This is an optimization exercise on Yosys and OpenROAD, whose aim is small area, a short achievable clock period and few clock cycles per item, not a production implementation. Only simulation tests tie the RTL to the original design; equivalence was not proved.

## design/flow/design.v

```verilog
module dct8x8 (
    input  wire        clk,
    input  wire        rst,
    input  wire        in_valid,
    output wire        in_ready,
    input  wire [15:0] in_data,
    input  wire        in_inv,
    output wire        out_valid,
    input  wire        out_ready,
    output wire [15:0] out_data
);
    function automatic [3:0] acode(input [2:0] k, input [2:0] n);
        case ({k, n})
            6'o00, 6'o01, 6'o02, 6'o03, 6'o04, 6'o05, 6'o06, 6'o07: acode = 4'h0;
            6'o10: acode = 4'h1; 6'o11: acode = 4'h3; 6'o12: acode = 4'h4; 6'o13: acode = 4'h6;
            6'o14: acode = 4'he; 6'o15: acode = 4'hc; 6'o16: acode = 4'hb; 6'o17: acode = 4'h9;
            6'o20: acode = 4'h2; 6'o21: acode = 4'h5; 6'o22: acode = 4'hd; 6'o23: acode = 4'ha;
            6'o24: acode = 4'ha; 6'o25: acode = 4'hd; 6'o26: acode = 4'h5; 6'o27: acode = 4'h2;
            6'o30: acode = 4'h3; 6'o31: acode = 4'he; 6'o32: acode = 4'h9; 6'o33: acode = 4'hc;
            6'o34: acode = 4'h4; 6'o35: acode = 4'h1; 6'o36: acode = 4'h6; 6'o37: acode = 4'hb;
            6'o40: acode = 4'h0; 6'o41: acode = 4'h8; 6'o42: acode = 4'h8; 6'o43: acode = 4'h0;
            6'o44: acode = 4'h0; 6'o45: acode = 4'h8; 6'o46: acode = 4'h8; 6'o47: acode = 4'h0;
            6'o50: acode = 4'h4; 6'o51: acode = 4'h9; 6'o52: acode = 4'h6; 6'o53: acode = 4'h3;
            6'o54: acode = 4'hb; 6'o55: acode = 4'he; 6'o56: acode = 4'h1; 6'o57: acode = 4'hc;
            6'o60: acode = 4'h5; 6'o61: acode = 4'ha; 6'o62: acode = 4'h2; 6'o63: acode = 4'hd;
            6'o64: acode = 4'hd; 6'o65: acode = 4'h2; 6'o66: acode = 4'ha; 6'o67: acode = 4'h5;
            6'o70: acode = 4'h6; 6'o71: acode = 4'hc; 6'o72: acode = 4'h3; 6'o73: acode = 4'h9;
            6'o74: acode = 4'h1; 6'o75: acode = 4'hb; 6'o76: acode = 4'h4; 6'o77: acode = 4'he;
            default: acode = 4'h0;
        endcase
    endfunction
    reg  [1:0]  fc;
    reg  [15:0] f0, f1;
    wire        oen = (fc != 2'd2);
    reg  [5:0]  in_cnt;
    reg         ib;
    reg         xv;
    reg  [15:0] xd;
    reg         xinv;
    reg  [5:0]  xidx;
    reg         xbank;
    reg  [3:0]  tx_cnt;
    reg  [2:0]  tx_row;
    reg         tx_bank;
    reg         tx_inv;
    reg  [1:0]  full;
    reg  [1:0]  binv;
    reg  [2:0]  ph;
    always @(posedge clk)
        if (rst)
            ph <= 3'd0;
        else
            ph <= ph + 3'd1;
    wire tx_ok = (tx_cnt == 4'd0) | ((tx_cnt <= 4'd3) & ~full[tx_bank]);
    assign in_ready = ~((in_cnt[2:0] == 3'd7) & ~tx_ok);
    wire in_acc = in_valid & in_ready;
    always @(posedge clk) begin
        xd    <= in_data;
        xinv  <= in_inv;
        xidx  <= in_cnt;
        xbank <= ib;
        if (rst) begin
            in_cnt <= 6'd0;
            ib     <= 1'b0;
            xv     <= 1'b0;
        end else begin
            xv <= in_acc;
            if (in_acc) begin
                in_cnt <= in_cnt + 6'd1;
                if (in_cnt == 6'd63)
                    ib <= ~ib;
            end
        end
    end
    wire [30:0] xp [0:6];
    mcm #(.W(16)) u_mcm1 (.x(xd),
        .p0(xp[0]), .p1(xp[1]), .p2(xp[2]), .p3(xp[3]), .p4(xp[4]), .p5(xp[5]), .p6(xp[6]));
    reg         yv1;
    reg  [15:0] yd1;
    reg         yinv1;
    reg  [5:0]  yidx1;
    reg         ybank1;
    reg  [26:0] yp1 [0:6];
    reg  [3:0]  ycd1 [0:7];      
    reg  [7:0]  yhit1;           
    reg         yfirst1;         
    integer pi;
    always @(posedge clk) begin
        for (pi = 0; pi < 8; pi = pi + 1) begin
            ycd1[pi]  <= acode(pi[2:0], xidx[2:0]);
            yhit1[pi] <= (xidx[2:0] == pi[2:0]);
        end
        yfirst1 <= (xidx[2:0] == 3'd0);
        yv1    <= rst ? 1'b0 : xv;
        yd1    <= xd;
        yinv1  <= xinv;
        yidx1  <= xidx;
        ybank1 <= xbank;
        for (pi = 0; pi < 7; pi = pi + 1)
            yp1[pi] <= xp[pi][26:0];
    end
    wire [2:0]  xn = yidx1[2:0];
    reg  [29:0] acc     [0:7];
    reg  [29:0] acc_nxt [0:7];
    reg  [3:0]  cd;
    reg  [29:0] pr;
    reg  [29:0] base;
    integer v;
    always @* begin
        for (v = 0; v < 8; v = v + 1) begin
            cd   = ycd1[v];
            pr   = {{3{yp1[cd[2:0]][26]}}, yp1[cd[2:0]]};
            base = yfirst1 ? 30'd256 : acc[v];
            if (yinv1)
                acc_nxt[v] = yhit1[v] ? {{5{yd1[15]}}, yd1, 9'd0} : acc[v];
            else
                acc_nxt[v] = base + (pr ^ {30{cd[3]}}) + {29'd0, cd[3]};
        end
    end
    always @(posedge clk)
        if (yv1)
            for (v = 0; v < 8; v = v + 1)
                acc[v] <= acc_nxt[v];
    reg  [20:0] tx [0:7];
    wire tx_load  = yv1 & (xn == 3'd7);
    wire tx_drain = (tx_cnt != 4'd0) & ~full[tx_bank];
    wire tx_fin   = tx_drain & (tx_cnt == 4'd1) & (tx_row == 3'd7);
    wire [20:0] txo = tx[ph];
    integer ti;
    always @(posedge clk) begin
        if (tx_load) begin
            for (ti = 0; ti < 8; ti = ti + 1)
                tx[ti] <= acc_nxt[ti][29:9];
            tx_row  <= yidx1[5:3];
            tx_bank <= ybank1;
            tx_inv  <= yinv1;
        end
        if (rst)
            tx_cnt <= 4'd0;
        else if (tx_load)
            tx_cnt <= 4'd8;
        else if (tx_drain)
            tx_cnt <= tx_cnt - 4'd1;
    end
    reg         c_busy;
    reg  [5:0]  c_cnt;
    reg         rb;
    wire        c_go   = c_busy & (ph == c_cnt[2:0]);
    wire        c_adv  = oen & c_go;
    wire        c_last = c_adv & (c_cnt == 6'd63);
    always @(posedge clk) begin
        if (tx_fin)
            binv[tx_bank] <= tx_inv;
        if (rst) begin
            full   <= 2'b00;
            c_busy <= 1'b0;
            c_cnt  <= 6'd0;
            rb     <= 1'b0;
        end else begin
            if (tx_fin)
                full[tx_bank] <= 1'b1;
            if (c_last)
                full[rb] <= 1'b0;
            if (oen) begin
                if (c_busy) begin
                    if (c_go)
                        c_cnt <= c_cnt + 6'd1;
                    if (c_go && c_cnt == 6'd63) begin
                        rb     <= ~rb;
                        c_busy <= full[~rb] | (tx_fin & (tx_bank == ~rb));
                    end
                end else begin
                    c_busy <= full[rb] | (tx_fin & (tx_bank == rb));
                    c_cnt  <= 6'd0;
                end
            end
        end
    end
    wire [20:0] hd0 [0:7];
    wire [20:0] hd1 [0:7];
    genvar gr;
    generate
        for (gr = 0; gr < 8; gr = gr + 1) begin : g_row
            reg  [167:0] q0, q1;
            wire tx0 = tx_drain & (tx_bank == 1'b0) & (tx_row == gr);
            wire tx1 = tx_drain & (tx_bank == 1'b1) & (tx_row == gr);
            always @(posedge clk) begin
                q0 <= {(tx0 ? txo : q0[20:0]), q0[167:21]};
                q1 <= {(tx1 ? txo : q1[20:0]), q1[167:21]};
            end
            assign hd0[gr] = q0[20:0];
            assign hd1[gr] = q1[20:0];
        end
    endgenerate
    wire        c_inv0 = binv[rb];
    wire signed [20:0] h [0:7];
    genvar gh;
    generate
        for (gh = 0; gh < 8; gh = gh + 1) begin : g_h
            assign h[gh] = rb ? hd1[gh] : hd0[gh];
        end
    endgenerate
    wire signed [21:0] fe0 = h[0] + h[7];
    wire signed [21:0] fe1 = h[1] + h[6];
    wire signed [21:0] fe2 = h[2] + h[5];
    wire signed [21:0] fe3 = h[3] + h[4];
    wire signed [21:0] fo0 = h[0] - h[7];
    wire signed [21:0] fo1 = h[1] - h[6];
    wire signed [21:0] fo2 = h[2] - h[5];
    wire signed [21:0] fo3 = h[3] - h[4];
    reg         va1;
    reg         cinv;
    reg  [5:0]  c_idx1;
    reg  signed [21:0] u0, u1, u2, u3, w0, w1, w2, w3;
    always @(posedge clk) begin
        if (rst)
            va1 <= 1'b0;
        else if (oen)
            va1 <= c_go;
        if (oen) begin
            cinv   <= c_inv0;
            c_idx1 <= c_cnt;
            u0 <= c_inv0 ? h[0] : fe0;
            u1 <= c_inv0 ? h[4] : fe1;
            u2 <= c_inv0 ? h[2] : fe2;
            u3 <= c_inv0 ? h[6] : fe3;
            w0 <= c_inv0 ? h[1] : fo0;
            w1 <= c_inv0 ? h[3] : fo1;
            w2 <= c_inv0 ? h[5] : fo2;
            w3 <= c_inv0 ? h[7] : fo3;
        end
    end
    wire [2:0]  co = c_idx1[5:3];
    wire signed [22:0] z0 = cinv ? u0 : u0 + u3;
    wire signed [22:0] z1 = cinv ? u1 : u1 + u2;
    wire signed [22:0] wa = cinv ? u2 : u0 - u3;
    wire signed [22:0] wb = cinv ? u3 : u1 - u2;
    wire        e1448 = cinv | (co == 3'd0) | (co == 3'd4);
    wire        s4    = cinv ? (co == 3'd1 || co == 3'd2 || co == 3'd5 || co == 3'd6) : (co == 3'd4);
    wire signed [23:0] mz  = s4 ? z0 - z1 : z0 + z1;
    wire signed [23:0] mA  = e1448 ? mz : 24'sd0;
    wire        epat = cinv | (co == 3'd2) | (co == 3'd6);
    wire        pat1 = cinv ? (co == 3'd1 || co == 3'd2 || co == 3'd5 || co == 3'd6) : (co == 3'd6);
    wire        npat = cinv & (co == 3'd2 || co == 3'd3 || co == 3'd4 || co == 3'd5);
    wire signed [22:0] pp  = pat1 ? wb : wa;
    wire signed [22:0] qq  = pat1 ? wa : wb;
    wire        sp  = epat & (pat1 ^ npat);
    wire        sq  = epat & npat;
    wire [22:0] pA  = epat ? (pp ^ {23{sp}}) : 23'd0;
    wire [22:0] qA  = epat ? (qq ^ {23{sq}}) : 23'd0;
    wire        eodd = cinv | co[0];
    wire [1:0]  oi   = cinv ? (co[2] ? ~co[1:0] : co[1:0]) : co[2:1];
    wire        nodd = cinv & co[2];
    reg  signed [21:0] oa, ob, oc, od;
    reg         na, nb, nc, nd;
    always @* begin
        case (oi)
            2'd0: begin oa = w0; na = 1'b0; ob = w1; nb = 1'b0; oc = w2; nc = 1'b0; od = w3; nd = 1'b0; end
            2'd1: begin oa = w2; na = 1'b1; ob = w0; nb = 1'b0; oc = w3; nc = 1'b1; od = w1; nd = 1'b1; end
            2'd2: begin oa = w1; na = 1'b1; ob = w3; nb = 1'b0; oc = w0; nc = 1'b0; od = w2; nd = 1'b0; end
            default: begin oa = w3; na = 1'b1; ob = w2; nb = 1'b0; oc = w1; nc = 1'b1; od = w0; nd = 1'b0; end
        endcase
    end
    wire        sa = eodd & (na ^ nodd);
    wire        sb = eodd & (nb ^ nodd);
    wire        sc = eodd & (nc ^ nodd);
    wire        sd = eodd & (nd ^ nodd);
    wire [21:0] aA = eodd ? (oa ^ {22{sa}}) : 22'd0;
    wire [21:0] bA = eodd ? (ob ^ {22{sb}}) : 22'd0;
    wire [21:0] cA = eodd ? (oc ^ {22{sc}}) : 22'd0;
    wire [21:0] dA = eodd ? (od ^ {22{sd}}) : 22'd0;
    reg         va;
    reg         a_inv;
    reg  [5:0]  a_idx;
    reg  [23:0] ra_m;
    reg  [22:0] ra_p, ra_q;
    reg  [21:0] ra_a, ra_b, ra_c, ra_d;
    reg  [5:0]  ra_s;    
    always @(posedge clk) begin
        if (rst)
            va <= 1'b0;
        else if (oen)
            va <= va1;
        if (oen) begin
            a_inv <= cinv;
            a_idx <= c_idx1;
            ra_m  <= mA;
            ra_p  <= pA;
            ra_q  <= qA;
            ra_a  <= aA;
            ra_b  <= bA;
            ra_c  <= cA;
            ra_d  <= dA;
            ra_s  <= {sp, sq, sa, sb, sc, sd};
        end
    end
    wire signed [30:0] m31 = {{7{ra_m[23]}}, ra_m};
    wire signed [30:0] p31 = {{8{ra_p[22]}}, ra_p};
    wire signed [30:0] q31 = {{8{ra_q[22]}}, ra_q};
    wire signed [30:0] a31 = {{9{ra_a[21]}}, ra_a};
    wire signed [30:0] b31 = {{9{ra_b[21]}}, ra_b};
    wire signed [30:0] c31 = {{9{ra_c[21]}}, ra_c};
    wire signed [30:0] d31 = {{9{ra_d[21]}}, ra_d};
    wire [30:0] corr = (a_inv ? 31'd256 : 31'd16384)
                     + (ra_s[5] ? 31'd1892 : 31'd0) + (ra_s[4] ? 31'd784 : 31'd0)
                     + (ra_s[3] ? 31'd2009 : 31'd0) + (ra_s[2] ? 31'd1703 : 31'd0)
                     + (ra_s[1] ? 31'd1138 : 31'd0) + (ra_s[0] ? 31'd400 : 31'd0);
    wire [30:0] t0 = (m31 << 10);
    wire [30:0] t1 = (m31 << 9);
    wire [30:0] t2 = ~(m31 << 6);
    wire [30:0] t3 = ~(m31 << 4);
    wire [30:0] t4 = ~(m31 << 3);
    wire [30:0] t5 = (p31 << 11);
    wire [30:0] t6 = ~(p31 << 7);
    wire [30:0] t7 = ~(p31 << 5);
    wire [30:0] t8 = (p31 << 2);
    wire [30:0] t9 = (q31 << 9);
    wire [30:0] t10 = (q31 << 8);
    wire [30:0] t11 = (q31 << 4);
    wire [30:0] t12 = (a31 << 11);
    wire [30:0] t13 = ~(a31 << 5);
    wire [30:0] t14 = ~(a31 << 3);
    wire [30:0] t15 = a31;
    wire [30:0] t16 = (b31 << 11);
    wire [30:0] t17 = ~(b31 << 9);
    wire [30:0] t18 = (b31 << 7);
    wire [30:0] t19 = (b31 << 5);
    wire [30:0] t20 = (b31 << 3);
    wire [30:0] t21 = ~b31;
    wire [30:0] t22 = (c31 << 10);
    wire [30:0] t23 = (c31 << 7);
    wire [30:0] t24 = ~(c31 << 4);
    wire [30:0] t25 = (c31 << 1);
    wire [30:0] t26 = (d31 << 9);
    wire [30:0] t27 = ~(d31 << 7);
    wire [30:0] t28 = (d31 << 4);
    wire [30:0] tk = corr + 31'd11;
    wire [30:0] s0_0 = t0 ^ t1 ^ t2;
    wire [30:0] k0_0 = ((t0 & t1) | (t0 & t2) | (t1 & t2)) << 1;
    wire [30:0] s0_3 = t3 ^ t4 ^ t5;
    wire [30:0] k0_3 = ((t3 & t4) | (t3 & t5) | (t4 & t5)) << 1;
    wire [30:0] s0_6 = t6 ^ t7 ^ t8;
    wire [30:0] k0_6 = ((t6 & t7) | (t6 & t8) | (t7 & t8)) << 1;
    wire [30:0] s0_9 = t9 ^ t10 ^ t11;
    wire [30:0] k0_9 = ((t9 & t10) | (t9 & t11) | (t10 & t11)) << 1;
    wire [30:0] s0_12 = t12 ^ t13 ^ t14;
    wire [30:0] k0_12 = ((t12 & t13) | (t12 & t14) | (t13 & t14)) << 1;
    wire [30:0] s0_15 = t15 ^ t16 ^ t17;
    wire [30:0] k0_15 = ((t15 & t16) | (t15 & t17) | (t16 & t17)) << 1;
    wire [30:0] s0_18 = t18 ^ t19 ^ t20;
    wire [30:0] k0_18 = ((t18 & t19) | (t18 & t20) | (t19 & t20)) << 1;
    wire [30:0] s0_21 = t21 ^ t22 ^ t23;
    wire [30:0] k0_21 = ((t21 & t22) | (t21 & t23) | (t22 & t23)) << 1;
    wire [30:0] s0_24 = t24 ^ t25 ^ t26;
    wire [30:0] k0_24 = ((t24 & t25) | (t24 & t26) | (t25 & t26)) << 1;
    wire [30:0] s0_27 = t27 ^ t28 ^ tk;
    wire [30:0] k0_27 = ((t27 & t28) | (t27 & tk) | (t28 & tk)) << 1;
    wire [30:0] s1_0 = s0_0 ^ k0_0 ^ s0_3;
    wire [30:0] k1_0 = ((s0_0 & k0_0) | (s0_0 & s0_3) | (k0_0 & s0_3)) << 1;
    wire [30:0] s1_3 = k0_3 ^ s0_6 ^ k0_6;
    wire [30:0] k1_3 = ((k0_3 & s0_6) | (k0_3 & k0_6) | (s0_6 & k0_6)) << 1;
    wire [30:0] s1_6 = s0_9 ^ k0_9 ^ s0_12;
    wire [30:0] k1_6 = ((s0_9 & k0_9) | (s0_9 & s0_12) | (k0_9 & s0_12)) << 1;
    wire [30:0] s1_9 = k0_12 ^ s0_15 ^ k0_15;
    wire [30:0] k1_9 = ((k0_12 & s0_15) | (k0_12 & k0_15) | (s0_15 & k0_15)) << 1;
    wire [30:0] s1_12 = s0_18 ^ k0_18 ^ s0_21;
    wire [30:0] k1_12 = ((s0_18 & k0_18) | (s0_18 & s0_21) | (k0_18 & s0_21)) << 1;
    wire [30:0] s1_15 = k0_21 ^ s0_24 ^ k0_24;
    wire [30:0] k1_15 = ((k0_21 & s0_24) | (k0_21 & k0_24) | (s0_24 & k0_24)) << 1;
    wire [30:0] s2_0 = s1_0 ^ k1_0 ^ s1_3;
    wire [30:0] k2_0 = ((s1_0 & k1_0) | (s1_0 & s1_3) | (k1_0 & s1_3)) << 1;
    wire [30:0] s2_3 = k1_3 ^ s1_6 ^ k1_6;
    wire [30:0] k2_3 = ((k1_3 & s1_6) | (k1_3 & k1_6) | (s1_6 & k1_6)) << 1;
    wire [30:0] s2_6 = s1_9 ^ k1_9 ^ s1_12;
    wire [30:0] k2_6 = ((s1_9 & k1_9) | (s1_9 & s1_12) | (k1_9 & s1_12)) << 1;
    wire [30:0] s2_9 = k1_12 ^ s1_15 ^ k1_15;
    wire [30:0] k2_9 = ((k1_12 & s1_15) | (k1_12 & k1_15) | (s1_15 & k1_15)) << 1;
    wire [30:0] s3_0 = s2_0 ^ k2_0 ^ s2_3;
    wire [30:0] k3_0 = ((s2_0 & k2_0) | (s2_0 & s2_3) | (k2_0 & s2_3)) << 1;
    wire [30:0] s3_3 = k2_3 ^ s2_6 ^ k2_6;
    wire [30:0] k3_3 = ((k2_3 & s2_6) | (k2_3 & k2_6) | (s2_6 & k2_6)) << 1;
    wire [30:0] s3_6 = s2_9 ^ k2_9 ^ s0_27;
    wire [30:0] k3_6 = ((s2_9 & k2_9) | (s2_9 & s0_27) | (k2_9 & s0_27)) << 1;
    wire [30:0] s4_0 = s3_0 ^ k3_0 ^ s3_3;
    wire [30:0] k4_0 = ((s3_0 & k3_0) | (s3_0 & s3_3) | (k3_0 & s3_3)) << 1;
    wire [30:0] s4_3 = k3_3 ^ s3_6 ^ k3_6;
    wire [30:0] k4_3 = ((k3_3 & s3_6) | (k3_3 & k3_6) | (s3_6 & k3_6)) << 1;
    wire [30:0] s5_0 = s4_0 ^ k4_0 ^ s4_3;
    wire [30:0] k5_0 = ((s4_0 & k4_0) | (s4_0 & s4_3) | (k4_0 & s4_3)) << 1;
    wire [30:0] s6_0 = s5_0 ^ k5_0 ^ k4_3;
    wire [30:0] k6_0 = ((s5_0 & k5_0) | (s5_0 & k4_3) | (k5_0 & k4_3)) << 1;
    wire [30:0] s7_0 = s6_0 ^ k6_0 ^ k0_27;
    wire [30:0] k7_0 = ((s6_0 & k6_0) | (s6_0 & k0_27) | (k6_0 & k0_27)) << 1;
    wire [30:0] csa_s = s7_0;
    wire [30:0] csa_c = k7_0;
    reg         vb;
    reg         b_inv;
    reg  [2:0]  b_k;
    reg  [30:0] rsum_s, rsum_c;
    wire [30:0] rsum = rsum_s + rsum_c;
    always @(posedge clk) begin
        if (rst)
            vb <= 1'b0;
        else if (oen)
            vb <= va;
        if (oen) begin
            b_inv <= a_inv;
            b_k   <= a_idx[2:0];
            rsum_s <= csa_s;
            rsum_c <= csa_c;
        end
    end
    reg         vb2;
    reg         b2_inv;
    reg  [2:0]  b2_k;
    reg  [30:0] rs2;
    always @(posedge clk) begin
        if (rst)
            vb2 <= 1'b0;
        else if (oen)
            vb2 <= vb;
        if (oen) begin
            b2_inv <= b_inv;
            b2_k   <= b_k;
            rs2    <= rsum;
        end
    end
    wire [20:0] tt = rs2[29:9];
    wire [30:0] tp [0:6];
    mcm #(.W(21)) u_mcm2 (.x(tt),
        .p0(tp[0]), .p1(tp[1]), .p2(tp[2]), .p3(tp[3]), .p4(tp[4]), .p5(tp[5]), .p6(tp[6]));
    reg  [30:0] tpr [0:6];
    reg         cv;
    reg         c_inv;
    reg  [2:0]  c_k;
    reg         c_odd, c_first;
    reg  [3:0]  c_cd [0:3];
    reg  [15:0] yreg0;
    integer pj;
    always @(posedge clk) begin
        if (rst)
            cv <= 1'b0;
        else if (oen)
            cv <= vb2;
        if (oen) begin
            c_inv <= b2_inv;
            c_k   <= b2_k;
            c_odd <= b2_k[0];
            c_first <= (b2_k == 3'd0) | (b2_k == 3'd1);
            for (pj = 0; pj < 4; pj = pj + 1)
                c_cd[pj] <= acode(b2_k, pj[2:0]);
            yreg0 <= rs2[30:15];
            for (pj = 0; pj < 7; pj = pj + 1)
                tpr[pj] <= tp[pj];
        end
    end
    reg  [30:0] ea [0:3];
    reg  [30:0] oa2 [0:3];
    reg         r2_done;
    reg  [3:0]  cd2;
    reg  [30:0] pr2, base2;
    reg  [30:0] r2_nxt [0:3];
    integer c;
    always @* begin
        for (c = 0; c < 4; c = c + 1) begin
            cd2 = c_cd[c];
            pr2 = tpr[cd2[2:0]];
            if (c_odd)
                base2 = c_first ? 31'd0 : oa2[c];
            else
                base2 = c_first ? 31'd16384 : ea[c];
            r2_nxt[c] = base2 + (pr2 ^ {31{cd2[3]}}) + {30'd0, cd2[3]};
        end
    end
    wire r2_en = oen & cv & c_inv;
    always @(posedge clk) begin
        if (r2_en)
            for (c = 0; c < 4; c = c + 1) begin
                if (c_odd)
                    oa2[c] <= r2_nxt[c];
                else
                    ea[c] <= r2_nxt[c];
            end
        if (rst)
            r2_done <= 1'b0;
        else if (oen)
            r2_done <= cv & c_inv & (c_k == 3'd7);
    end
    wire [30:0] ysum [0:7];
    genvar gy;
    generate
        for (gy = 0; gy < 4; gy = gy + 1) begin : g_y
            assign ysum[gy]     = ea[gy] + oa2[gy];
            assign ysum[7 - gy] = ea[gy] - oa2[gy];
        end
    endgenerate
    reg  [15:0] yreg;
    reg         yv;
    reg  [15:0] sq_d [0:7];
    reg  [7:0]  sv;
    integer si;
    always @(posedge clk) begin
        if (oen) begin
            yreg <= yreg0;
            if (r2_done) begin
                for (si = 0; si < 8; si = si + 1)
                    sq_d[si] <= ysum[si][30:15];
            end else begin
                for (si = 0; si < 7; si = si + 1)
                    sq_d[si] <= sq_d[si+1];
                sq_d[7] <= yreg;
            end
        end
        if (rst) begin
            yv <= 1'b0;
            sv <= 8'd0;
        end else if (oen) begin
            yv <= cv & ~c_inv;
            if (r2_done)
                sv <= 8'hff;
            else
                sv <= {yv, sv[7:1]};
        end
    end
    wire push = oen & sv[0];
    wire pop  = (fc != 2'd0) & out_ready;
    always @(posedge clk) begin
        if (rst) begin
            fc <= 2'd0;
        end else begin
            case (fc)
                2'd0: if (push) fc <= 2'd1;
                2'd1: if (push & ~pop) fc <= 2'd2; else if (~push & pop) fc <= 2'd0;
                default: if (pop) fc <= 2'd1;
            endcase
        end
        case (fc)
            2'd0: if (push) f0 <= sq_d[0];
            2'd1: begin
                if (pop & push) f0 <= sq_d[0];
                if (~pop & push) f1 <= sq_d[0];
            end
            default: if (pop) f0 <= f1;
        endcase
    end
    assign out_valid = (fc != 2'd0);
    assign out_data  = f0;
endmodule
module mcm #(parameter W = 16) (
    input  wire [W-1:0] x,
    output wire [30:0]  p0,
    output wire [30:0]  p1,
    output wire [30:0]  p2,
    output wire [30:0]  p3,
    output wire [30:0]  p4,
    output wire [30:0]  p5,
    output wire [30:0]  p6
);
    wire [30:0] x1 = {{(31-W){x[W-1]}}, x};
    wire [30:0] x3 = (x1 << 1) + x1;
    wire [30:0] x5 = (x1 << 2) + x1;
    wire [30:0] x7 = (x1 << 3) - x1;
    wire [30:0] x9 = (x1 << 3) + x1;
    assign p0 = (x9 << 7) + (x9 << 5) + (x1 << 3);      
    assign p1 = (x1 << 11) - (x1 << 5) - x7;            
    assign p2 = (x1 << 11) - (x1 << 7) - (x7 << 2);     
    assign p3 = (x3 << 9) + (x5 << 5) + x7;             
    assign p4 = (x1 << 10) + (x1 << 7) - (x7 << 1);     
    assign p5 = (x3 << 8) + (x1 << 4);                  
    assign p6 = (x3 << 7) + (x1 << 4);                  
endmodule
```

## design/flow/flow/run.sh

```bash
#!/bin/bash
# Standard layout, with the timing repair steps aiming for extra setup slack.
set -uo pipefail
export SETUP_SLACK_MARGIN=8
export TNS_END_PERCENT=100
bash standard.sh > standard.log 2>&1
```

## design/flow/standard.sh

```bash
#!/bin/bash
# synth_recipe.tcl (not shown) runs the flow's synth.tcl, then flattens the netlist and writes it again
# the make line also repeats each setting of config.mk as NAME=value (left out here)
make -C /OpenROAD-flow-scripts/flow DESIGN_CONFIG=/design/flow/config.mk WORK_HOME=/design/flow/orfs CLKGATE_MAP_FILE= SYNTH_SCRIPT=/design/flow/synth_recipe.tcl "${@:-finish}"
```

## design/flow/config.mk

```make
export PLATFORM = sky130hd
export DESIGN_NAME = dct8x8
export DESIGN_NICKNAME = dct8x8
export VERILOG_FILES = /design/flow/design.v
export SDC_FILE = /design/flow/constraint.sdc
export NUM_CORES = 4
export LEC_CHECK = 0
export CAP_MARGIN = 20
export CORE_MARGIN = 2
export CORE_UTILIZATION = 40
export PLACE_DENSITY = 0.6
export SLEW_MARGIN = 20
```

## design/flow/constraint.sdc

```tcl
create_clock -name core_clock -period 14.0 [get_ports {clk}]
set_input_delay 2.8000 -clock core_clock [delete_from_list [all_inputs] [get_ports {clk}]]
set_output_delay 2.8000 -clock core_clock [all_outputs]
set_load 0.01 [all_outputs]
```

==> report_table.html, run 1 <==
<table>
<tr><th>Metric</th><th>Value</th></tr>
<tr><th colspan="2">Min path</th></tr>
<tr><td>Path class of the lowest-slack min-delay path</td><td>flop to flop</td></tr>
<tr><th colspan="2">Critical path</th></tr>
<tr><td>Sort of element at the end of the critical path</td><td>flop</td></tr>
<tr><td>CP Data Arrival Time</td><td>7.29 ns</td></tr>
<tr><td>Required time at the worst-slack endpoint</td><td>14.81 ns</td></tr>
<tr><td>Highest fanout seen on the critical path</td><td>4</td></tr>
<tr><td>Class of the most critical setup path</td><td>flop to flop</td></tr>
<tr><td>CP startpoint kind</td><td>flop</td></tr>
<tr><th colspan="2">Yosys</th></tr>
<tr><td>Proportion of synthesized flip-flops having asynchronous set or reset</td><td>0%</td></tr>
<tr><td>Cell variety after synth</td><td>122</td></tr>
<tr><td>Post-synthesis instance area</td><td>225900 um^2</td></tr>
<tr><td>Number of warning messages in the yosys log</td><td>23</td></tr>
<tr><td>Post-synth EDFFs</td><td>1497</td></tr>
<tr><td>Flip-flop and latch count after synthesis</td><td>4453</td></tr>
<tr><td>Post-synth top area cell</td><td>sky130_fd_sc_hd__dfxtp_1</td></tr>
<tr><td>Top cells by area in the synthesized netlist</td><td>sky130_fd_sc_hd__dfxtp_1, sky130_fd_sc_hd__edfxtp_1, sky130_fd_sc_hd__ha_1</td></tr>
<tr><td>Avg Synthesized Cell Area</td><td>10.78 um^2</td></tr>
<tr><td>Total nets after synthesis</td><td>23320</td></tr>
<tr><td>Leading register cell type out of synthesis</td><td>sky130_fd_sc_hd__dfxtp_1</td></tr>
<tr><td>Cell with the most instances after synthesis</td><td>sky130_fd_sc_hd__dfxtp_1</td></tr>
<tr><td>Post-Syn Instances</td><td>20960</td></tr>
<tr><td>Proportion of synthesized chip area in sequential cells</td><td>46.09%</td></tr>
<tr><td>Commonest cells in the synthesized netlist</td><td>sky130_fd_sc_hd__dfxtp_1, sky130_fd_sc_hd__inv_1, sky130_fd_sc_hd__nor2_1</td></tr>
<tr><td>Top cell type's share of synthesized area</td><td>26.19%</td></tr>
<tr><th colspan="2">Floorplan</th></tr>
<tr><td>X dimension of the die</td><td>755.5 um</td></tr>
<tr><td>Die height</td><td>755.5 um</td></tr>
<tr><td>Die area</td><td>570800 um^2</td></tr>
<tr><td>Core Region</td><td>563900 um^2</td></tr>
<tr><td>Number of standard-cell rows in the floorplan</td><td>276</td></tr>
<tr><td>Top-level port count</td><td>39</td></tr>
<tr><td>Starting density of the core</td><td>40.06%</td></tr>
<tr><th colspan="2">Route</th></tr>
<tr><td>Antenna-violating nets left</td><td>0</td></tr>
<tr><td>Detail Route met2 WL</td><td>310100 um</td></tr>
<tr><td>Iteration count of the initial detailed-routing pass</td><td>7</td></tr>
<tr><td>Number of vias after detailed routing</td><td>156500</td></tr>
<tr><td>WL met1</td><td>302000 um</td></tr>
<tr><td>Iteration-0 DRC count of the detailed router</td><td>13660</td></tr>
<tr><td>WL/cell</td><td>23.84 um</td></tr>
<tr><td># DRC</td><td>0</td></tr>
<tr><td>Post-detailed-route via-to-cell ratio</td><td>5.415</td></tr>
<tr><td>Detailed-routed wire length on met3</td><td>44660 um</td></tr>
<tr><td>Highest metal layer used by the detailed router</td><td>met5</td></tr>
<tr><td>Routed wire length</td><td>689000 um</td></tr>
<tr><th colspan="2">STA</th></tr>
<tr><td>Unrepaired setup endpoints after global routing</td><td>true</td></tr>
<tr><td>Post-route clock period utilization</td><td>46.29%</td></tr>
<tr><td>Min Hold Slack</td><td>0.2537 ns</td></tr>
<tr><td>Transition time of the tightest slew-check pin</td><td>1.275 ns</td></tr>
<tr><td>Number of setup violations in the final report</td><td>0</td></tr>
<tr><td>Final hold violation count</td><td>0</td></tr>
<tr><td>Number of slew-limit violations in the final report</td><td>0</td></tr>
<tr><td>Total negative setup slack</td><td>0 ns</td></tr>
<tr><td>Fmax achieved</td><td>0.1543 GHz</td></tr>
<tr><td>Final worst-path setup slack</td><td>7.520 ns</td></tr>
<tr><td>Clock period minus final worst setup slack</td><td>6.480 ns</td></tr>
<tr><td>Worst slew slack as a fraction of its limit</td><td>14.87%</td></tr>
<tr><td>Worst clock skew</td><td>0.1340 ns</td></tr>
<tr><th colspan="2">Clock network</th></tr>
<tr><td>Hold bufs inserted after CTS</td><td>0</td></tr>
<tr><td>Clock edge transition at the registers on the reported setup and hold paths</td><td>0.07 ns</td></tr>
<tr><td>Worst-Skew Late Latency</td><td>1.09 ns</td></tr>
<tr><td>Number of buffers between clock root and the deepest sink</td><td>4</td></tr>
<tr><td>Htree depth</td><td>5</td></tr>
<tr><td># clock sinks</td><td>4453</td></tr>
<tr><td>CTS tree</td><td>yes</td></tr>
<tr><td>Clock buffers created by TritonCTS</td><td>452</td></tr>
<tr><td>Clock Tree Root</td><td>sky130_fd_sc_hd__clkbuf_16</td></tr>
<tr><th colspan="2">Place</th></tr>
<tr><td>Post-detailed-placement half-perimeter wirelength</td><td>514600 um</td></tr>
<tr><td>Cell area reported after detailed placement</td><td>235300 um^2</td></tr>
<tr><td>Buffers on Ports</td><td>38</td></tr>
<tr><td>Placer's final routability congestion estimate</td><td>0.9795</td></tr>
<tr><td>Pre-CTS WS</td><td>6.315 ns</td></tr>
<tr><th colspan="2">Layout</th></tr>
<tr><td>Signed area change from the synthesized netlist to the final layout</td><td>12.19%</td></tr>
<tr><td>Final core utilization</td><td>44.95%</td></tr>
<tr><td># nets final</td><td>23370</td></tr>
<tr><td>Share of layout cells above drive strength 1</td><td>10.90%</td></tr>
<tr><td>Cell area after layout</td><td>253500 um^2</td></tr>
<tr><th colspan="2">Global routing</th></tr>
<tr><td>Residual overflow from global routing</td><td>0</td></tr>
<tr><td>Antenna violations before repair</td><td>25</td></tr>
<tr><td>Maximum number of pins on one net before global-route repair</td><td>159</td></tr>
<tr><td>First-pass GRT wire length</td><td>1007000 um</td></tr>
<tr><td>Via count of the first global-routing pass</td><td>153600</td></tr>
<tr><td>Global routing usage summed across all routing layers</td><td>23.37%</td></tr>
<tr><th colspan="2">Run</th></tr>
<tr><td># Max-Cap Violations</td><td>0</td></tr>
<tr><th colspan="2">Run status</th></tr>
<tr><td>Outcome</td><td>timing/DRC/antenna clean</td></tr>
</table>
[worst max-delay path, cell delays in order (launching register included)]
cell                       delay [ns]
sky130_fd_sc_hd__edfxtp_1        0.44
sky130_fd_sc_hd__buf_4           0.18
sky130_fd_sc_hd__inv_4           0.08
sky130_fd_sc_hd__fa_1            0.44
sky130_fd_sc_hd__fa_1            0.50
sky130_fd_sc_hd__inv_1           0.05
sky130_fd_sc_hd__fa_1            0.49
sky130_fd_sc_hd__ha_4            0.31
sky130_fd_sc_hd__inv_2           0.03
sky130_fd_sc_hd__o21bai_1        0.15
sky130_fd_sc_hd__a21oi_2         0.08
sky130_fd_sc_hd__o21bai_1        0.16
sky130_fd_sc_hd__a21oi_2         0.09
sky130_fd_sc_hd__xor2_2          0.18
sky130_fd_sc_hd__fa_1            0.51
sky130_fd_sc_hd__inv_2           0.04
sky130_fd_sc_hd__fa_2            0.54
sky130_fd_sc_hd__inv_1           0.05
sky130_fd_sc_hd__fa_1            0.47
sky130_fd_sc_hd__fa_2            0.56
sky130_fd_sc_hd__fa_1            0.42
sky130_fd_sc_hd__inv_1           0.09
sky130_fd_sc_hd__fa_2            0.42
[cell families (layout without fill, tap and decap cells)]
logic type / count (synthesis) / in the layout / synth area share, %
compound gates: 4611 / 4611 / 13.02
other cells: 0 / 3 / 0
flops: 4453 / 4453 / 46.09
mux: 1142 / 1142 / 5.952
xor+xnor: 1477 / 1477 / 5.732
fa+ha+maj: 2348 / 2348 / 15.82
simple gates: 4270 / 4270 / 8.944
buf+inv: 2654 / 3091 / 4.443
[state kept, by name (all words and copies together), names as in the netlist, 23 cells and up, named ones only]
register and cells:
ra_p 23, ra_m 24, tpr 190, rsum_c 29, rsum_s 29, yp1 159, oa2 124, acc 237
ra_q 23, ea 124, g_row.q0 1344, sq_d 128, tx 168, g_row.q1 1344
[per-stage QoR]
stage                     instances
after floorplan               20960
after global placement        27930
after detailed placement      27930
after CTS                     28840
after global routing          28900
final                         28900
[layout make-up]
class                      instances  area [um^2]
clock inverter                   240         3069
fill                           51980       310500
tap                             7506         9392
antenna                            3        7.507
sequential                      4453       104200
clock buffer                     606        12930
inverter                        1817         6905
timing repair inverter             1        5.005
timing repair buffer             427         3721
multi-input combinational      13850       113300
[cells in the final DEF, fill, tap and decap left out, types with 86 or more instances in the layout]
cell	instances
sky130_fd_sc_hd__dfxtp_1	2938
sky130_fd_sc_hd__nor3_1	326
sky130_fd_sc_hd__a21o_1	310
sky130_fd_sc_hd__and3_1	125
sky130_fd_sc_hd__o22ai_1	143
sky130_fd_sc_hd__xnor2_1	1052
sky130_fd_sc_hd__nand2b_1	169
sky130_fd_sc_hd__fa_1	830
sky130_fd_sc_hd__buf_4	334
sky130_fd_sc_hd__o211ai_1	123
sky130_fd_sc_hd__a211oi_1	132
sky130_fd_sc_hd__o21bai_1	177
sky130_fd_sc_hd__mux2i_1	408
sky130_fd_sc_hd__a22oi_1	172
sky130_fd_sc_hd__o21ai_0	958
sky130_fd_sc_hd__nand3_1	243
sky130_fd_sc_hd__a31oi_1	134
sky130_fd_sc_hd__ha_1	1483
sky130_fd_sc_hd__a221oi_1	122
sky130_fd_sc_hd__xor2_1	408
sky130_fd_sc_hd__nor2b_1	387
sky130_fd_sc_hd__edfxtp_1	1497
sky130_fd_sc_hd__a21oi_1	1377
sky130_fd_sc_hd__o21a_1	155
sky130_fd_sc_hd__or3_1	129
sky130_fd_sc_hd__nand2_1	903
sky130_fd_sc_hd__nor2_1	1513
sky130_fd_sc_hd__inv_1	1773
sky130_fd_sc_hd__mux4_2	98
sky130_fd_sc_hd__or2_2	86
sky130_fd_sc_hd__clkbuf_16	471
sky130_fd_sc_hd__mux2_2	628
[worst paths after layout]
| path | cells past startpoint | end | from | slack, ns |
|---|---|---|---|---|
| max | 22 | rsum_s[12] | ra_s[3] | 7.52 |
| min | 0 | g_row[6].q1[73] | g_row[6].q1[94] | 0.25 |
| max reg2reg | 22 | rsum_s[12] | ra_s[3] | 7.52 |
| min reg2reg | 0 | g_row[6].q1[73] | g_row[6].q1[94] | 0.25 |
[what timing repair did]
action | 4_1_cts | 5_1_grt
pin swaps | 52 | 53
gates cloned | 1 | 1
endpoints found under the setup margin | 267 | 211
buffers inserted | 61 | 53
resized for setup | 150 | 165
[routing by layer]
layer	vias up	track usage [%]
met2	5147	37.58
met4	6	9.353
met3	1273	3.538
met5	-	0
li1	73310	-
met1	76770	31.63
Testbench counts, summed over its fixed seeds: cycles 33,528, blocks 512.
==> run 2, diff against run 1 <==
--- a/design/flow/design.v
+++ b/design/flow/design.v
@@ -102,19 +102,24 @@
     wire [2:0]  xn = yidx1[2:0];
     reg  [29:0] acc     [0:7];
     reg  [29:0] acc_nxt [0:7];
-    reg  [3:0]  cd;
-    reg  [29:0] pr;
-    reg  [29:0] base;
+    wire [29:0] acc_sum [0:7];
+    genvar ga;
+    generate
+        for (ga = 0; ga < 8; ga = ga + 1) begin : g_acc
+            wire [3:0]  cd   = ycd1[ga];
+            wire [26:0] pr27 = yp1[cd[2:0]];
+            wire [29:0] pr   = {{3{pr27[26]}}, pr27} ^ {30{cd[3]}};
+            wire [29:0] base = yfirst1 ? 30'd256 : acc[ga];
+            sk_add #(.W(30)) u_add (.a(base), .b(pr), .cin(cd[3]), .s(acc_sum[ga]));
+        end
+    endgenerate
     integer v;
     always @* begin
         for (v = 0; v < 8; v = v + 1) begin
-            cd   = ycd1[v];
-            pr   = {{3{yp1[cd[2:0]][26]}}, yp1[cd[2:0]]};
-            base = yfirst1 ? 30'd256 : acc[v];
             if (yinv1)
                 acc_nxt[v] = yhit1[v] ? {{5{yd1[15]}}, yd1, 9'd0} : acc[v];
             else
-                acc_nxt[v] = base + (pr ^ {30{cd[3]}}) + {29'd0, cd[3]};
+                acc_nxt[v] = acc_sum[v];
         end
     end
     always @(posedge clk)
@@ -200,14 +205,19 @@
             assign h[gh] = rb ? hd1[gh] : hd0[gh];
         end
     endgenerate
-    wire signed [21:0] fe0 = h[0] + h[7];
-    wire signed [21:0] fe1 = h[1] + h[6];
-    wire signed [21:0] fe2 = h[2] + h[5];
-    wire signed [21:0] fe3 = h[3] + h[4];
-    wire signed [21:0] fo0 = h[0] - h[7];
-    wire signed [21:0] fo1 = h[1] - h[6];
-    wire signed [21:0] fo2 = h[2] - h[5];
-    wire signed [21:0] fo3 = h[3] - h[4];
+    wire [21:0] fe [0:3];
+    wire [21:0] fo [0:3];
+    genvar gb;
+    generate
+        for (gb = 0; gb < 4; gb = gb + 1) begin : g_bf
+            wire [21:0] hx = {h[gb][20], h[gb]};
+            wire [21:0] hy = {h[7-gb][20], h[7-gb]};
+            sk_add #(.W(22)) u_e (.a(hx), .b(hy),  .cin(1'b0), .s(fe[gb]));
+            sk_add #(.W(22)) u_o (.a(hx), .b(~hy), .cin(1'b1), .s(fo[gb]));
+        end
+    endgenerate
+    wire signed [21:0] fe0 = fe[0], fe1 = fe[1], fe2 = fe[2], fe3 = fe[3];
+    wire signed [21:0] fo0 = fo[0], fo1 = fo[1], fo2 = fo[2], fo3 = fo[3];
     reg         va1;
     reg         cinv;
     reg  [5:0]  c_idx1;
@@ -231,13 +241,21 @@
         end
     end
     wire [2:0]  co = c_idx1[5:3];
-    wire signed [22:0] z0 = cinv ? u0 : u0 + u3;
-    wire signed [22:0] z1 = cinv ? u1 : u1 + u2;
-    wire signed [22:0] wa = cinv ? u2 : u0 - u3;
-    wire signed [22:0] wb = cinv ? u3 : u1 - u2;
+    wire [22:0] u0x = {u0[21], u0}, u1x = {u1[21], u1}, u2x = {u2[21], u2}, u3x = {u3[21], u3};
+    wire [22:0] z0s, z1s, was, wbs;
+    sk_add #(.W(23)) u_z0 (.a(u0x), .b(u3x),  .cin(1'b0), .s(z0s));
+    sk_add #(.W(23)) u_z1 (.a(u1x), .b(u2x),  .cin(1'b0), .s(z1s));
+    sk_add #(.W(23)) u_wa (.a(u0x), .b(~u3x), .cin(1'b1), .s(was));
+    sk_add #(.W(23)) u_wb (.a(u1x), .b(~u2x), .cin(1'b1), .s(wbs));
+    wire signed [22:0] z0 = cinv ? u0x : z0s;
+    wire signed [22:0] z1 = cinv ? u1x : z1s;
+    wire signed [22:0] wa = cinv ? u2x : was;
+    wire signed [22:0] wb = cinv ? u3x : wbs;
     wire        e1448 = cinv | (co == 3'd0) | (co == 3'd4);
     wire        s4    = cinv ? (co == 3'd1 || co == 3'd2 || co == 3'd5 || co == 3'd6) : (co == 3'd4);
-    wire signed [23:0] mz  = s4 ? z0 - z1 : z0 + z1;
+    wire [23:0] mzs;
+    sk_add #(.W(24)) u_mz (.a({z0[22], z0}), .b({z1[22], z1} ^ {24{s4}}), .cin(s4), .s(mzs));
+    wire signed [23:0] mz  = mzs;
     wire signed [23:0] mA  = e1448 ? mz : 24'sd0;
     wire        epat = cinv | (co == 3'd2) | (co == 3'd6);
     wire        pat1 = cinv ? (co == 3'd1 || co == 3'd2 || co == 3'd5 || co == 3'd6) : (co == 3'd6);
@@ -276,6 +294,29 @@
     reg  [22:0] ra_p, ra_q;
     reg  [21:0] ra_a, ra_b, ra_c, ra_d;
     reg  [5:0]  ra_s;    
+    reg  [14:0] ra_corr;
+    reg  [14:0] corr_a;
+    always @* begin
+        case ({cinv, co})
+            4'd0: corr_a = 15'd16395;
+            4'd1: corr_a = 15'd16395;
+            4'd2: corr_a = 15'd16395;
+            4'd3: corr_a = 15'd19942;
+            4'd4: corr_a = 15'd16395;
+            4'd5: corr_a = 15'd18404;
+            4'd6: corr_a = 15'd18287;
+            4'd7: corr_a = 15'd19542;
+            4'd8: corr_a = 15'd267;
+            4'd9: corr_a = 15'd5706;
+            4'd10: corr_a = 15'd3060;
+            4'd11: corr_a = 15'd6090;
+            4'd12: corr_a = 15'd5046;
+            4'd13: corr_a = 15'd4292;
+            4'd14: corr_a = 15'd3862;
+            4'd15: corr_a = 15'd5517;
+            default: corr_a = 15'd0;
+        endcase
+    end
     always @(posedge clk) begin
         if (rst)
             va <= 1'b0;
@@ -292,6 +333,7 @@
             ra_c  <= cA;
             ra_d  <= dA;
             ra_s  <= {sp, sq, sa, sb, sc, sd};
+            ra_corr <= corr_a;
         end
     end
     wire signed [30:0] m31 = {{7{ra_m[23]}}, ra_m};
@@ -301,10 +343,6 @@
     wire signed [30:0] b31 = {{9{ra_b[21]}}, ra_b};
     wire signed [30:0] c31 = {{9{ra_c[21]}}, ra_c};
     wire signed [30:0] d31 = {{9{ra_d[21]}}, ra_d};
-    wire [30:0] corr = (a_inv ? 31'd256 : 31'd16384)
-                     + (ra_s[5] ? 31'd1892 : 31'd0) + (ra_s[4] ? 31'd784 : 31'd0)
-                     + (ra_s[3] ? 31'd2009 : 31'd0) + (ra_s[2] ? 31'd1703 : 31'd0)
-                     + (ra_s[1] ? 31'd1138 : 31'd0) + (ra_s[0] ? 31'd400 : 31'd0);
     wire [30:0] t0 = (m31 << 10);
     wire [30:0] t1 = (m31 << 9);
     wire [30:0] t2 = ~(m31 << 6);
@@ -334,7 +372,7 @@
     wire [30:0] t26 = (d31 << 9);
     wire [30:0] t27 = ~(d31 << 7);
     wire [30:0] t28 = (d31 << 4);
-    wire [30:0] tk = corr + 31'd11;
+    wire [30:0] tk = {16'd0, ra_corr};
     wire [30:0] s0_0 = t0 ^ t1 ^ t2;
     wire [30:0] k0_0 = ((t0 & t1) | (t0 & t2) | (t1 & t2)) << 1;
     wire [30:0] s0_3 = t3 ^ t4 ^ t5;
@@ -397,7 +435,8 @@
     reg         b_inv;
     reg  [2:0]  b_k;
     reg  [30:0] rsum_s, rsum_c;
-    wire [30:0] rsum = rsum_s + rsum_c;
+    wire [30:0] rsum;
+    sk_add #(.W(31)) u_rsum (.a(rsum_s), .b(rsum_c), .cin(1'b0), .s(rsum));
     always @(posedge clk) begin
         if (rst)
             vb <= 1'b0;
@@ -457,21 +496,17 @@
     reg  [30:0] ea [0:3];
     reg  [30:0] oa2 [0:3];
     reg         r2_done;
-    reg  [3:0]  cd2;
-    reg  [30:0] pr2, base2;
-    reg  [30:0] r2_nxt [0:3];
-    integer c;
-    always @* begin
-        for (c = 0; c < 4; c = c + 1) begin
-            cd2 = c_cd[c];
-            pr2 = tpr[cd2[2:0]];
-            if (c_odd)
-                base2 = c_first ? 31'd0 : oa2[c];
-            else
-                base2 = c_first ? 31'd16384 : ea[c];
-            r2_nxt[c] = base2 + (pr2 ^ {31{cd2[3]}}) + {30'd0, cd2[3]};
+    wire [30:0] r2_nxt [0:3];
+    genvar gc;
+    generate
+        for (gc = 0; gc < 4; gc = gc + 1) begin : g_r2
+            wire [3:0]  cd2   = c_cd[gc];
+            wire [30:0] pr2   = tpr[cd2[2:0]] ^ {31{cd2[3]}};
+            wire [30:0] base2 = c_odd ? (c_first ? 31'd0 : oa2[gc]) : (c_first ? 31'd16384 : ea[gc]);
+            sk_add #(.W(31)) u_add (.a(base2), .b(pr2), .cin(cd2[3]), .s(r2_nxt[gc]));
         end
-    end
+    endgenerate
+    integer c;
     wire r2_en = oen & cv & c_inv;
     always @(posedge clk) begin
         if (r2_en)
@@ -490,8 +525,8 @@
     genvar gy;
     generate
         for (gy = 0; gy < 4; gy = gy + 1) begin : g_y
-            assign ysum[gy]     = ea[gy] + oa2[gy];
-            assign ysum[7 - gy] = ea[gy] - oa2[gy];
+            sk_add #(.W(31)) u_p (.a(ea[gy]), .b(oa2[gy]),  .cin(1'b0), .s(ysum[gy]));
+            sk_add #(.W(31)) u_m (.a(ea[gy]), .b(~oa2[gy]), .cin(1'b1), .s(ysum[7 - gy]));
         end
     endgenerate
     reg  [15:0] yreg;
@@ -557,15 +592,56 @@
     output wire [30:0]  p6
 );
     wire [30:0] x1 = {{(31-W){x[W-1]}}, x};
-    wire [30:0] x3 = (x1 << 1) + x1;
-    wire [30:0] x5 = (x1 << 2) + x1;
-    wire [30:0] x7 = (x1 << 3) - x1;
-    wire [30:0] x9 = (x1 << 3) + x1;
-    assign p0 = (x9 << 7) + (x9 << 5) + (x1 << 3);      
-    assign p1 = (x1 << 11) - (x1 << 5) - x7;            
-    assign p2 = (x1 << 11) - (x1 << 7) - (x7 << 2);     
-    assign p3 = (x3 << 9) + (x5 << 5) + x7;             
-    assign p4 = (x1 << 10) + (x1 << 7) - (x7 << 1);     
-    assign p5 = (x3 << 8) + (x1 << 4);                  
-    assign p6 = (x3 << 7) + (x1 << 4);                  
+    wire [30:0] x3, x5, x7, x9;
+    sk_add #(.W(31)) u_x3 (.a(x1 << 1), .b(x1),  .cin(1'b0), .s(x3));
+    sk_add #(.W(31)) u_x5 (.a(x1 << 2), .b(x1),  .cin(1'b0), .s(x5));
+    sk_add #(.W(31)) u_x7 (.a(x1 << 3), .b(~x1), .cin(1'b1), .s(x7));
+    sk_add #(.W(31)) u_x9 (.a(x1 << 3), .b(x1),  .cin(1'b0), .s(x9));
+    add3 u_p0 (.a(x9 << 7),  .b(x9 << 5),   .c(x1 << 3),   .cin(2'd0), .s(p0));    
+    add3 u_p1 (.a(x1 << 11), .b(~(x1 << 5)), .c(~x7),      .cin(2'b11), .s(p1));    
+    add3 u_p2 (.a(x1 << 11), .b(~(x1 << 7)), .c(~(x7 << 2)), .cin(2'b11), .s(p2));  
+    add3 u_p3 (.a(x3 << 9),  .b(x5 << 5),   .c(x7),        .cin(2'd0), .s(p3));    
+    add3 u_p4 (.a(x1 << 10), .b(x1 << 7),   .c(~(x7 << 1)), .cin(2'b01), .s(p4));   
+    sk_add #(.W(31)) u_p5 (.a(x3 << 8), .b(x1 << 4), .cin(1'b0), .s(p5));        
+    sk_add #(.W(31)) u_p6 (.a(x3 << 7), .b(x1 << 4), .cin(1'b0), .s(p6));        
+endmodule
+module add3 (
+    input  wire [30:0] a,
+    input  wire [30:0] b,
+    input  wire [30:0] c,
+    input  wire [1:0]  cin,
+    output wire [30:0] s
+);
+    wire [30:0] ps = a ^ b ^ c;
+    wire [30:0] pc = {((a[29:0] & b[29:0]) | (a[29:0] & c[29:0]) | (b[29:0] & c[29:0])), cin[1]};
+    sk_add #(.W(31)) u_add (.a(ps), .b(pc), .cin(cin[0]), .s(s));
+endmodule
+module sk_add #(parameter W = 31) (
+    input  wire [W-1:0] a,
+    input  wire [W-1:0] b,
+    input  wire         cin,
+    output wire [W-1:0] s
+);
+    localparam L = (W > 16) ? 5 : (W > 8) ? 4 : (W > 4) ? 3 : 2;    
+    wire [W-1:0] p0 = a ^ b;
+    wire [W-1:0] g0 = a & b;
+    wire [W-1:0] gg [0:L];
+    wire [W-1:0] pp [0:L];
+    assign gg[0] = {g0[W-1:1], g0[0] | (p0[0] & cin)};
+    assign pp[0] = p0;
+    genvar l, i;
+    generate
+        for (l = 0; l < L; l = l + 1) begin : g_lvl
+            for (i = 0; i < W; i = i + 1) begin : g_bit
+                if ((i >> l) & 1) begin : g_node
+                    assign gg[l+1][i] = gg[l][i] | (pp[l][i] & gg[l][((i >> l) << l) - 1]);
+                    assign pp[l+1][i] = pp[l][i] & pp[l][((i >> l) << l) - 1];
+                end else begin : g_pass
+                    assign gg[l+1][i] = gg[l][i];
+                    assign pp[l+1][i] = pp[l][i];
+                end
+            end
+        end
+    endgenerate
+    assign s = p0 ^ {gg[L][W-2:0], cin};
 endmodule
==> run 2 against run 1 <==
Compared with the run above:
- still clean
- worst hold slack worse by 0.039 ns
- setup slack better by 0.55 ns
- clock-buffer cell count down 5
- critical path depth up 3
- die area down 4.6%
- wire length down 14%
- critical path type unchanged
- critical endpoint is now tpr[4][29]
==> report_table.html, run 2 <==
<table>
<tr><th>Metric</th><th>Value</th></tr>
<tr><th colspan="2">Clock network</th></tr>
<tr><td>Htree depth</td><td>5</td></tr>
<tr><td>Worst-Skew Late Latency</td><td>1.11 ns</td></tr>
<tr><td>Clock Tree Root</td><td>sky130_fd_sc_hd__clkbuf_16</td></tr>
<tr><td>Number of buffers between clock root and the deepest sink</td><td>4</td></tr>
<tr><td>Clock edge transition at the registers on the reported setup and hold paths</td><td>0.06 ns</td></tr>
<tr><td># clock sinks</td><td>4451</td></tr>
<tr><td>Clock buffers created by TritonCTS</td><td>447</td></tr>
<tr><td>CTS tree</td><td>yes</td></tr>
<tr><th colspan="2">Route</th></tr>
<tr><td>Routed wire length</td><td>595400 um</td></tr>
<tr><td>Post-detailed-route via-to-cell ratio</td><td>5.203</td></tr>
<tr><td># DRC</td><td>0</td></tr>
<tr><td>Iteration count of the initial detailed-routing pass</td><td>7</td></tr>
<tr><td>Antenna-violating nets left</td><td>0</td></tr>
<tr><td>WL/cell</td><td>22.18 um</td></tr>
<tr><td>Number of vias after detailed routing</td><td>139700</td></tr>
<tr><td>Iteration-0 DRC count of the detailed router</td><td>12200</td></tr>
<tr><th colspan="2">Critical path</th></tr>
<tr><td>Highest fanout seen on the critical path</td><td>4</td></tr>
<tr><td>Class of the most critical setup path</td><td>flop to flop</td></tr>
<tr><td>Sort of element at the end of the critical path</td><td>flop</td></tr>
<tr><td>CP Data Arrival Time</td><td>6.69 ns</td></tr>
<tr><td>CP startpoint kind</td><td>flop</td></tr>
<tr><td>Required time at the worst-slack endpoint</td><td>14.76 ns</td></tr>
<tr><th colspan="2">Global routing</th></tr>
<tr><td>Maximum number of pins on one net before global-route repair</td><td>167</td></tr>
<tr><td>Residual overflow from global routing</td><td>0</td></tr>
<tr><td>Via count of the first global-routing pass</td><td>137000</td></tr>
<tr><td>First-pass GRT wire length</td><td>885700 um</td></tr>
<tr><td>Antenna violations before repair</td><td>15</td></tr>
<tr><td>Global routing usage summed across all routing layers</td><td>21.39%</td></tr>
<tr><th colspan="2">Layout</th></tr>
<tr><td>Commonest non-fill, non-tap cells in the layout</td><td>sky130_fd_sc_hd__dfxtp_1, sky130_fd_sc_hd__inv_1, sky130_fd_sc_hd__nor2_1</td></tr>
<tr><td>Cell area after layout</td><td>241700 um^2</td></tr>
<tr><td>Signed area change from the synthesized netlist to the final layout</td><td>12.18%</td></tr>
<tr><td>Most common cell after layout, fill and taps aside</td><td>sky130_fd_sc_hd__dfxtp_1</td></tr>
<tr><td>Share of layout cells above drive strength 1</td><td>9.992%</td></tr>
<tr><td>Area taken by flip-flops and latches</td><td>104200 um^2</td></tr>
<tr><td># nets final</td><td>21700</td></tr>
<tr><td>Final core utilization</td><td>45.06%</td></tr>
<tr><td>Multi-input logic area</td><td>103100 um^2</td></tr>
<tr><td>Registers with the most flip-flops</td><td>g_row.q0 (1344), g_row.q1 (1344), acc (235)</td></tr>
<tr><td>Fill count</td><td>49320</td></tr>
<tr><th colspan="2">Min path</th></tr>
<tr><td>Path class of the lowest-slack min-delay path</td><td>flop to flop</td></tr>
<tr><th colspan="2">Yosys</th></tr>
<tr><td>Post-Syn Instances</td><td>19210</td></tr>
<tr><td>Proportion of synthesized flip-flops having asynchronous set or reset</td><td>0%</td></tr>
<tr><td>Top cell type's share of synthesized area</td><td>27.42%</td></tr>
<tr><td>Commonest cells in the synthesized netlist</td><td>sky130_fd_sc_hd__dfxtp_1, sky130_fd_sc_hd__inv_1, sky130_fd_sc_hd__nor2_1</td></tr>
<tr><td>Total nets after synthesis</td><td>21630</td></tr>
<tr><td>Cell with the most instances after synthesis</td><td>sky130_fd_sc_hd__dfxtp_1</td></tr>
<tr><td>Proportion of synthesized chip area in sequential cells</td><td>48.31%</td></tr>
<tr><td>Top cells by area in the synthesized netlist</td><td>sky130_fd_sc_hd__dfxtp_1, sky130_fd_sc_hd__edfxtp_1, sky130_fd_sc_hd__fa_1</td></tr>
<tr><td>Leading register cell type out of synthesis</td><td>sky130_fd_sc_hd__dfxtp_1</td></tr>
<tr><td>Post-synth top area cell</td><td>sky130_fd_sc_hd__dfxtp_1</td></tr>
<tr><td>Avg Synthesized Cell Area</td><td>11.22 um^2</td></tr>
<tr><td>Flip-flop and latch count after synthesis</td><td>4451</td></tr>
<tr><td>Number of warning messages in the yosys log</td><td>26</td></tr>
<tr><td>Post-synthesis instance area</td><td>215500 um^2</td></tr>
<tr><td>Post-synth EDFFs</td><td>1499</td></tr>
<tr><td>Cell variety after synth</td><td>97</td></tr>
<tr><th colspan="2">Floorplan</th></tr>
<tr><td>Core Region</td><td>536500 um^2</td></tr>
<tr><td>Number of standard-cell rows in the floorplan</td><td>269</td></tr>
<tr><td>X dimension of the die</td><td>738.0 um</td></tr>
<tr><td>Starting density of the core</td><td>40.17%</td></tr>
<tr><td>Top-level port count</td><td>39</td></tr>
<tr><td>Die area</td><td>544600 um^2</td></tr>
<tr><td>Die height</td><td>738.0 um</td></tr>
<tr><th colspan="2">Place</th></tr>
<tr><td>Post-detailed-placement half-perimeter wirelength</td><td>441200 um</td></tr>
<tr><td>Cell area reported after detailed placement</td><td>224300 um^2</td></tr>
<tr><td>Placer's final routability congestion estimate</td><td>0.9325</td></tr>
<tr><td>Buffers on Ports</td><td>38</td></tr>
<tr><th colspan="2">STA</th></tr>
<tr><td>Post-route clock period utilization</td><td>42.36%</td></tr>
<tr><td>Unrepaired setup endpoints after global routing</td><td>true</td></tr>
<tr><td>Total negative setup slack</td><td>0 ns</td></tr>
<tr><td>Transition time of the tightest slew-check pin</td><td>1.292 ns</td></tr>
<tr><td>Worst clock skew</td><td>0.1365 ns</td></tr>
<tr><td>Number of slew-limit violations in the final report</td><td>0</td></tr>
<tr><td>Final hold violation count</td><td>0</td></tr>
<tr><td>Clock period minus final worst setup slack</td><td>5.930 ns</td></tr>
<tr><td>Fmax achieved</td><td>0.1686 GHz</td></tr>
<tr><td>Number of setup violations in the final report</td><td>0</td></tr>
<tr><td>Min Hold Slack</td><td>0.2150 ns</td></tr>
<tr><td>Worst slew slack as a fraction of its limit</td><td>12.52%</td></tr>
<tr><th colspan="2">Run</th></tr>
<tr><td># Max-Cap Violations</td><td>0</td></tr>
<tr><th colspan="2">Run status</th></tr>
<tr><td>Outcome</td><td>timing/DRC/antenna clean</td></tr>
</table>
[run 2: changes by cell type in the layout (fill, tap and decap cells not counted), sizes merged, moves of 110 or more]
cell,before,now
a21oi,1404,1131
xnor2,1067,923
mux2,628,500
inv,1833,1723
nor3,332,219
nand3,250,140
[run 2: timing repair]
| action | CTS | global route |
|---|---|---|
| gates cloned | 0 | 1 |
| resized for setup | 104 | 134 |
| setup endpoints to repair | 266 | 114 |
| hold buffers | 0 | 0 |
| pin swaps | 8 | 17 |
| buffers inserted | 31 | 57 |
[run 2: through the flow]
| stage | std cells | setup WS, ns |
|---|---|---|
| 2_1_floorplan | 19210 | 7.800 |
| 3_3_place_gp | 25910 | 6.714 |
| 3_5_place_dp | 25910 | 6.737 |
| 4_1_cts | 26780 | 7.946 |
| 5_1_grt | 26840 | 7.823 |
| 6_report | 26840 | 8.070 |
[run 2: cell families after synthesis]
| family | share of synthesized area, % |
|---|---|
| AO/OA/AOI/OAI | 10.63 |
| XOR/XNOR | 5.867 |
| adder cells (fa/ha/maj) | 17.27 |
| buffers and inverters | 4.302 |
| flip-flops | 48.31 |
| multiplexers | 5.594 |
| AND/OR/NAND/NOR | 8.023 |
[run 2: per-layer routing]
layer  GRT usage, %  vias up  wire length, um
met5              0        -               18
met1          30.43    68430           277300
li1               -    66250                -
met2          34.06     4055           265800
met4          6.288        2            19800
met3          2.836      940            32490
[run 2: worst max-delay path, stage by stage (launching register included)]
cell and delay (ns):
sky130_fd_sc_hd__edfxtp_1 0.41, sky130_fd_sc_hd__buf_12 0.15, sky130_fd_sc_hd__buf_8 0.13, sky130_fd_sc_hd__ha_4 0.23, sky130_fd_sc_hd__and3b_1 0.19, sky130_fd_sc_hd__o21a_1 0.19, sky130_fd_sc_hd__o21a_1 0.18, sky130_fd_sc_hd__o21a_1 0.19
sky130_fd_sc_hd__nor2_2 0.13, sky130_fd_sc_hd__o21bai_2 0.10, sky130_fd_sc_hd__fa_2 0.36, sky130_fd_sc_hd__xor2_2 0.21, sky130_fd_sc_hd__inv_2 0.10, sky130_fd_sc_hd__fa_1 0.53, sky130_fd_sc_hd__ha_4 0.21, sky130_fd_sc_hd__and2_4 0.13
sky130_fd_sc_hd__a221o_1 0.31, sky130_fd_sc_hd__a31o_1 0.21, sky130_fd_sc_hd__o21a_4 0.23, sky130_fd_sc_hd__a41oi_4 0.27, sky130_fd_sc_hd__a21oi_2 0.13, sky130_fd_sc_hd__o31a_1 0.30, sky130_fd_sc_hd__a311o_1 0.32, sky130_fd_sc_hd__a21o_1 0.23
sky130_fd_sc_hd__a21oi_2 0.16, sky130_fd_sc_hd__xnor2_1 0.07
[run 2: final timing paths]
kind | depth (start not counted) | from | endpoint
worst min-delay path | 0 | g_row[1].q0[101] | g_row[1].q0[80]
worst max-delay path | 25 | rs2[9] | tpr[4][29]
worst max register to register | 25 | rs2[9] | tpr[4][29]
worst min register to register | 0 | g_row[1].q0[101] | g_row[1].q0[80]
[run 2: final cells by class]
| type | instances | area share [%] |
|---|---|---|
| antenna | 6 | 0.006211 |
| clock buffer | 601 | 5.299 |
| clock inverter | 235 | 1.159 |
| inverter | 1708 | 2.694 |
| multi-input combinational | 12290 | 42.64 |
| sequential | 4451 | 43.09 |
| tap | 7181 | 3.717 |
| timing repair buffer | 375 | 1.396 |
Testbench counts of run 2, summed over its fixed seeds: cycles 33,528, blocks 512.

## static timing again, ports no longer ideal
The results above use ideal ports. As a check the final layouts listed here were re-extracted and re-timed, cells and wires unchanged.
Step 1 sets driving cells, clkbuf_16 on the clock port and buf_2 on the other inputs (assumed; they add their load-dependent delay and slew).
Step 2 adds t to the input delays and takes it off the output delays; t is the mean of the earliest and latest rising clock arrival at the registers after step 1. Input paths then give back, and output paths get back, about the clock's delay inside the block.
Slacks: ideal / step 1 / step 2; pairs: ideal / step 1.
run | t, ns | setup WS [ns] | worst setup path after step 2
run 1 | 1.171 | 7.520 / 7.520 / 7.520 | register to register
run 2 | 1.159 | 8.070 / 8.070 / 8.070 | register to register
After both steps setup and hold are still met in every run listed.
